Background: an optimization exercise with open tools, aiming at small area. Do not read the settings as production practice. RTL that was checked went through simulation tests only; none was proved equivalent to the original. The flow treats the clock pin as an ideal source, which a real chip does not have.

## eeprom_ctrl
module eeprom_ctrl (
    input  wire        clk,
    input  wire        rst,
    input  wire [7:0]  rx_data,
    input  wire        rx_valid,
    output wire        rx_ready,
    output reg  [7:0]  tx_data,
    output wire        tx_valid,
    input  wire        tx_ready,
    output wire [14:0] eep_a,
    output wire [7:0]  eep_d_out,
    output wire        eep_d_dir,
    input  wire [7:0]  eep_d_in,
    output wire        eep_ce,
    output wire        eep_oe,
    output wire        eep_we
);
export LEC_CHECK = 0
export CAP_MARGIN = 20
export CORE_MARGIN = 2
export CORE_UTILIZATION = 60
export SLEW_MARGIN = 20
create_clock -name core_clock -period 12.0 [get_ports {clk}]
standard.sh (not shown) runs the stock make flow with config.mk's settings and CLKGATE_MAP_FILE= SYNTH_SCRIPT=/design/flow/synth_recipe.tcl, a recipe that flattens the netlist after the stock synthesis.
==> flow/flow/run.sh <==
#!/bin/bash
# Own layout flow:
# 1. the standard synthesis, unchanged;
# 2. the combinational logic re-mapped for area by ABC, registers untouched
#    (same instances, names and cell types), best of four seeds; the result
#    is proven equivalent to the standard netlist, else the standard netlist
#    is kept;
# 3. the rest of the standard flow, with the smallest buffer on the ports
#    and a clock tree built from larger
#    sink clusters and without dummy loads.
# Each tool's output goes to its own log file in this folder.
set -euo pipefail
R=orfs/results/${FLOW_PLATFORM}/eeprom_ctrl/base
NET=$R/1_2_yosys.v
LIB=${FLOW_HOME}/platforms/${FLOW_PLATFORM}/lib/sky130_fd_sc_hd__tt_025C_1v80.lib

bash standard.sh synth > 1_standard_synth.log 2>&1

cp $NET $NET.std
# Four ABC runs with different seeds, in parallel; the smallest netlist that
# passes the checks and the equivalence proof is used.
for f in equiv check; do
  sed -e "s#@LIB@#${LIB}#g" -e "s#@NET@#${NET}#g" -e "s#@TOP@#${FLOW_TOP}#g" \
      flow/$f.ys.in > $f.ys
done
for s in 1 2 3 4; do
  sed -e "s#@LIB@#${LIB}#g" -e "s#@NET@#${NET}#g" -e "s#@TOP@#${FLOW_TOP}#g" \
      -e "s#@T@#60#g" -e "s#@S@#${s}#g" -e "s#@OUT@#resyn_${s}.v#g" flow/resyn.ys.in > resyn_${s}.ys
  yosys -s resyn_${s}.ys > 2_resyn_yosys_${s}.log 2>&1 &
done
wait || true
rm -f resyn_areas.txt
for s in 1 2 3 4; do
  a=$(grep "Chip area" 2_resyn_yosys_${s}.log | tail -1 | awk '{print $NF}') || true
  if [[ -n "$a" && -s resyn_${s}.v ]]; then echo "$a $s" >> resyn_areas.txt; fi
done
echo "re-mapping failed or not proven; standard netlist kept" > resyn_status.log
if [[ -s resyn_areas.txt ]]; then
  for s in $(sort -g resyn_areas.txt | awk '{print $2}'); do
    cp resyn_${s}.v $NET
    if yosys -s check.ys > 3_check_yosys_${s}.log 2>&1 &&
       yosys -s equiv.ys > 4_equiv_yosys_${s}.log 2>&1; then
      echo "re-mapped netlist of seed ${s} used" > resyn_status.log
      break
    fi
    cp $NET.std $NET
  done
fi
rm -f $R/1_synth.odb $R/1_synth.sdc

export BUFFER_PORTS_ARGS="-buffer_cell sky130_fd_sc_hd__buf_1"
export CTS_ARGS="-sink_clustering_enable -repair_clock_nets -dont_use_dummy_load -buf_list sky130_fd_sc_hd__clkbuf_16 -sink_clustering_size 30 -sink_clustering_max_diameter 100"
bash standard.sh > 5_standard_layout.log 2>&1
Other scripts of this flow, unchanged in this note and not shown: flow/flow/check.ys.in, flow/flow/equiv.ys.in, flow/flow/resyn.ys.in, flow/flow/tie_cell.v
Then changed:
--- a/flow/design.v
+++ b/flow/design.v
@@ -43,16 +43,15 @@
                      S_WEND   = 5'd19;
     localparam [2:0] PS_ADDR  = 3'd0,
                      PS_SEP   = 3'd1,
                      PS_DATA  = 3'd2,
                      PS_DATA1 = 3'd3,
                      PS_CS0   = 3'd4,
                      PS_CS1   = 3'd5,
-                     PS_IGN   = 3'd6,
-                     PS_CSD   = 3'd7;    
+                     PS_IGN   = 3'd6;
     localparam [2:0] RP_OK    = 3'd0,
                      RP_ERR   = 3'd1,
                      RP_ERRCS = 3'd2,
                      RP_VER   = 3'd3,
                      RP_HELP  = 3'd4,
                      RP_RDATA = 3'd5;
     function [3:0] hexval;
@@ -82,22 +81,22 @@
             endcase
         end
     endfunction
     localparam [159:0] VER_TXT  = {"EEPROM Version=0.03", 8'h0a};
     localparam [239:0] HELP_TXT = {"Commands: V P U R W B N S T ?", 8'h0a};
     reg [4:0]   state;
     reg [6:0]   cnt;         
-    wire        full  = (cnt[6:1] == 6'b101000);    
-    wire        ovf   = full & cnt[0];
+    reg         ovf;
     reg [2:0]   ps;
     reg [3:0]   cls;         
     reg [15:0]  addr;        
+    reg         aok;         
     reg [4:0]   n;           
     reg [7:0]   given;       
-    wire        csp = (ps == PS_CSD);               
+    reg         csp;
     wire        sep_ok = (ps == PS_DATA) || (ps == PS_DATA1) || (ps == PS_CS0) ||
                          (ps == PS_CS1) || csp;
     reg [7:0]   computed;    
     reg [14:0]  base;
     reg [6:0]   pos;         
     reg [1023:0] page;
     reg [127:0] xfer;
@@ -202,15 +201,15 @@
         else if (nib < 4'd10) tx_data = {4'h3, nib};
         else                  tx_data = {2'b01, ~uc, 2'b00, nib[2:0] - 3'd1};
     end
     wire [7:0] ch     = rx_data;
     wire [3:0] chv    = hexval(ch);
     wire       is_f3  = (cls == C_W) || (cls == C_S);
     wire [7:0] pair_b = {given[7:4], chv};
-    wire       take   = rx_valid && (ch > 8'h1f) && (ch != CH_LF) && !full;
+    wire       take   = rx_valid && (ch > 8'h1f) && (ch != CH_LF) && (cnt != 7'd80);
     wire       s_hit = (pos == sum_a[6:0]) && (cnt[4:0] != n);
     wire       pwr   = (state == S_NFILL) || ((state == S_SFILL) && s_hit);
     wire [7:0] pwdata = (state == S_NFILL) ? 8'hFF : xhead;
     always @(posedge clk)
         page <= {pwr ? pwdata : phead, page[1023:8]};
     reg        xsh;
     reg  [7:0] xin;
@@ -244,17 +243,20 @@
     end
     always @(posedge clk)
         if (xsh) xfer <= {xin, xfer[127:8]};
     task line_init;
         begin
             state    <= S_RECV;
             cnt      <= 7'd0;
+            ovf      <= 1'b0;
             ps       <= PS_ADDR;
             addr     <= 16'd0;
+            aok      <= 1'b0;
             n        <= 5'd0;
+            csp      <= 1'b0;
             computed <= 8'd0;
         end
     endtask
     task start_reply;
         input [2:0] kind;
         begin
             cnt   <= 7'd0;
@@ -274,39 +276,40 @@
             if (xsh && (state == S_RECV || state == S_RWAIT))
                 computed <= computed ^ xin;
             case (state)
                 S_RECV: begin
                     if (rx_valid) begin
                         if (ch == CH_LF)
                             state <= S_DISP;
-                        else if (ch > 8'h1f && full)
-                            cnt <= 7'd81;
+                        else if (ch > 8'h1f && cnt == 7'd80)
+                            ovf <= 1'b1;
                     end
                     if (take) begin
                         cnt <= cnt + 7'd1;
                         if (cnt == 7'd0) begin
                             cls <= tag_class(ch);
                             if (!((ch == 8'h52) || (ch == 8'h4e) ||
                                   (ch == 8'h57) || (ch == 8'h53)))
                                 ps <= PS_IGN;
                         end else begin
                             case (ps)
                                 PS_ADDR: begin
                                     if (ch == CH_COLON) begin
+                                        n <= 5'd0;
                                         if (is_f3) begin
-                                            n  <= 5'd0;
-                                            ps <= (n != 5'd0) ? PS_DATA : PS_IGN;
+                                            ps     <= PS_DATA;
                                         end else begin
                                             ps <= PS_IGN;
                                         end
                                     end else begin
                                         addr <= {addr[11:0], chv};
+                                        aok  <= 1'b1;
                                         n    <= n + 5'd1;
                                         if (n[1:0] == 2'd3) begin
-                                            if (is_f3) n <= 5'd0;
+                                            n  <= 5'd0;
                                             ps <= is_f3 ? PS_SEP : PS_IGN;
                                         end
                                     end
                                 end
                                 PS_SEP: begin
                                     if (ch == CH_COLON) begin
                                         ps     <= PS_DATA;
@@ -332,15 +335,16 @@
                                 end
                                 PS_CS0: begin
                                     given[7:4] <= chv;
                                     ps <= PS_CS1;
                                 end
                                 PS_CS1: begin
                                     given[3:0] <= chv;
-                                    ps  <= PS_CSD;
+                                    csp <= 1'b1;
+                                    ps  <= PS_IGN;
                                 end
                                 default: ;
                             endcase
                         end
                     end
                 end
                 S_DISP: begin
@@ -356,28 +360,28 @@
                             C_P, C_U: state <= S_RDIR;
                             C_B: state <= S_WDIR;
                             C_T: begin
                                 addr  <= {1'b0, base};
                                 state <= S_WDIR;
                             end
                             C_R: begin
-                                if (n == 5'd0) start_reply(RP_ERR);
+                                if (!aok) start_reply(RP_ERR);
                                 else           state <= S_RDIR;
                             end
                             C_N: begin
-                                if (n == 5'd0) begin
+                                if (!aok) begin
                                     start_reply(RP_ERR);
                                 end else begin
                                     base  <= addr[14:0];
                                     cnt   <= 7'd0;
                                     state <= S_NFILL;
                                 end
                             end
                             C_W, C_S: begin
-                                if (!sep_ok) begin
+                                if (!aok || !sep_ok) begin
                                     start_reply(RP_ERR);
                                 end else if (csp && given != computed) begin
                                     start_reply(RP_ERRCS);
                                 end else begin
                                     cnt   <= {2'd0, n};
                                     state <= S_ALIGN;
                                 end
Sequential share of layout area came out higher by 0.22 points.
Design area hardly moves.
Wire length came out lower by 8.9%.
Register-to-register slack improves by 50 ps.
Setup slack degrades by 32 ps.
Final cell count came out lower by 0.32%.
Core utilization came out higher by 0.10 points.
Via count came out lower by 2.3%.
No functional check of the RTL was part of the first run of this note.

port drivers added, routing unchanged:
The results above use ideal ports. As a check the final layouts listed here were re-extracted and re-timed, cells and wires unchanged.
Step 1 (the two cells are an assumption about what drives the block):
set clk [get_ports {clk}]
set_driving_cell -lib_cell sky130_fd_sc_hd__clkbuf_16 $clk
set_driving_cell -lib_cell sky130_fd_sc_hd__buf_2 [delete_from_list [all_inputs] $clk]
Step 2 adds t to the input delays and takes it off the output delays; t is the mean of the earliest and latest rising clock arrival at the registers after step 1. Input paths then give back, and output paths get back, about the clock's delay inside the block.
Three values: ideal, step 1, step 2; two values: the first two.
| run | shift t [ns] | slack for setup (ns) | worst register clock-pin slew, ns |
|---|---|---|---|
| the first run | 0.670 | 5.096 / 5.035 / 5.705 | 0.12 / 0.12 |
| the second run | 0.657 | 5.064 / 5.002 / 5.659 | 0.11 / 0.11 |
After both steps every run listed still meets setup and hold.
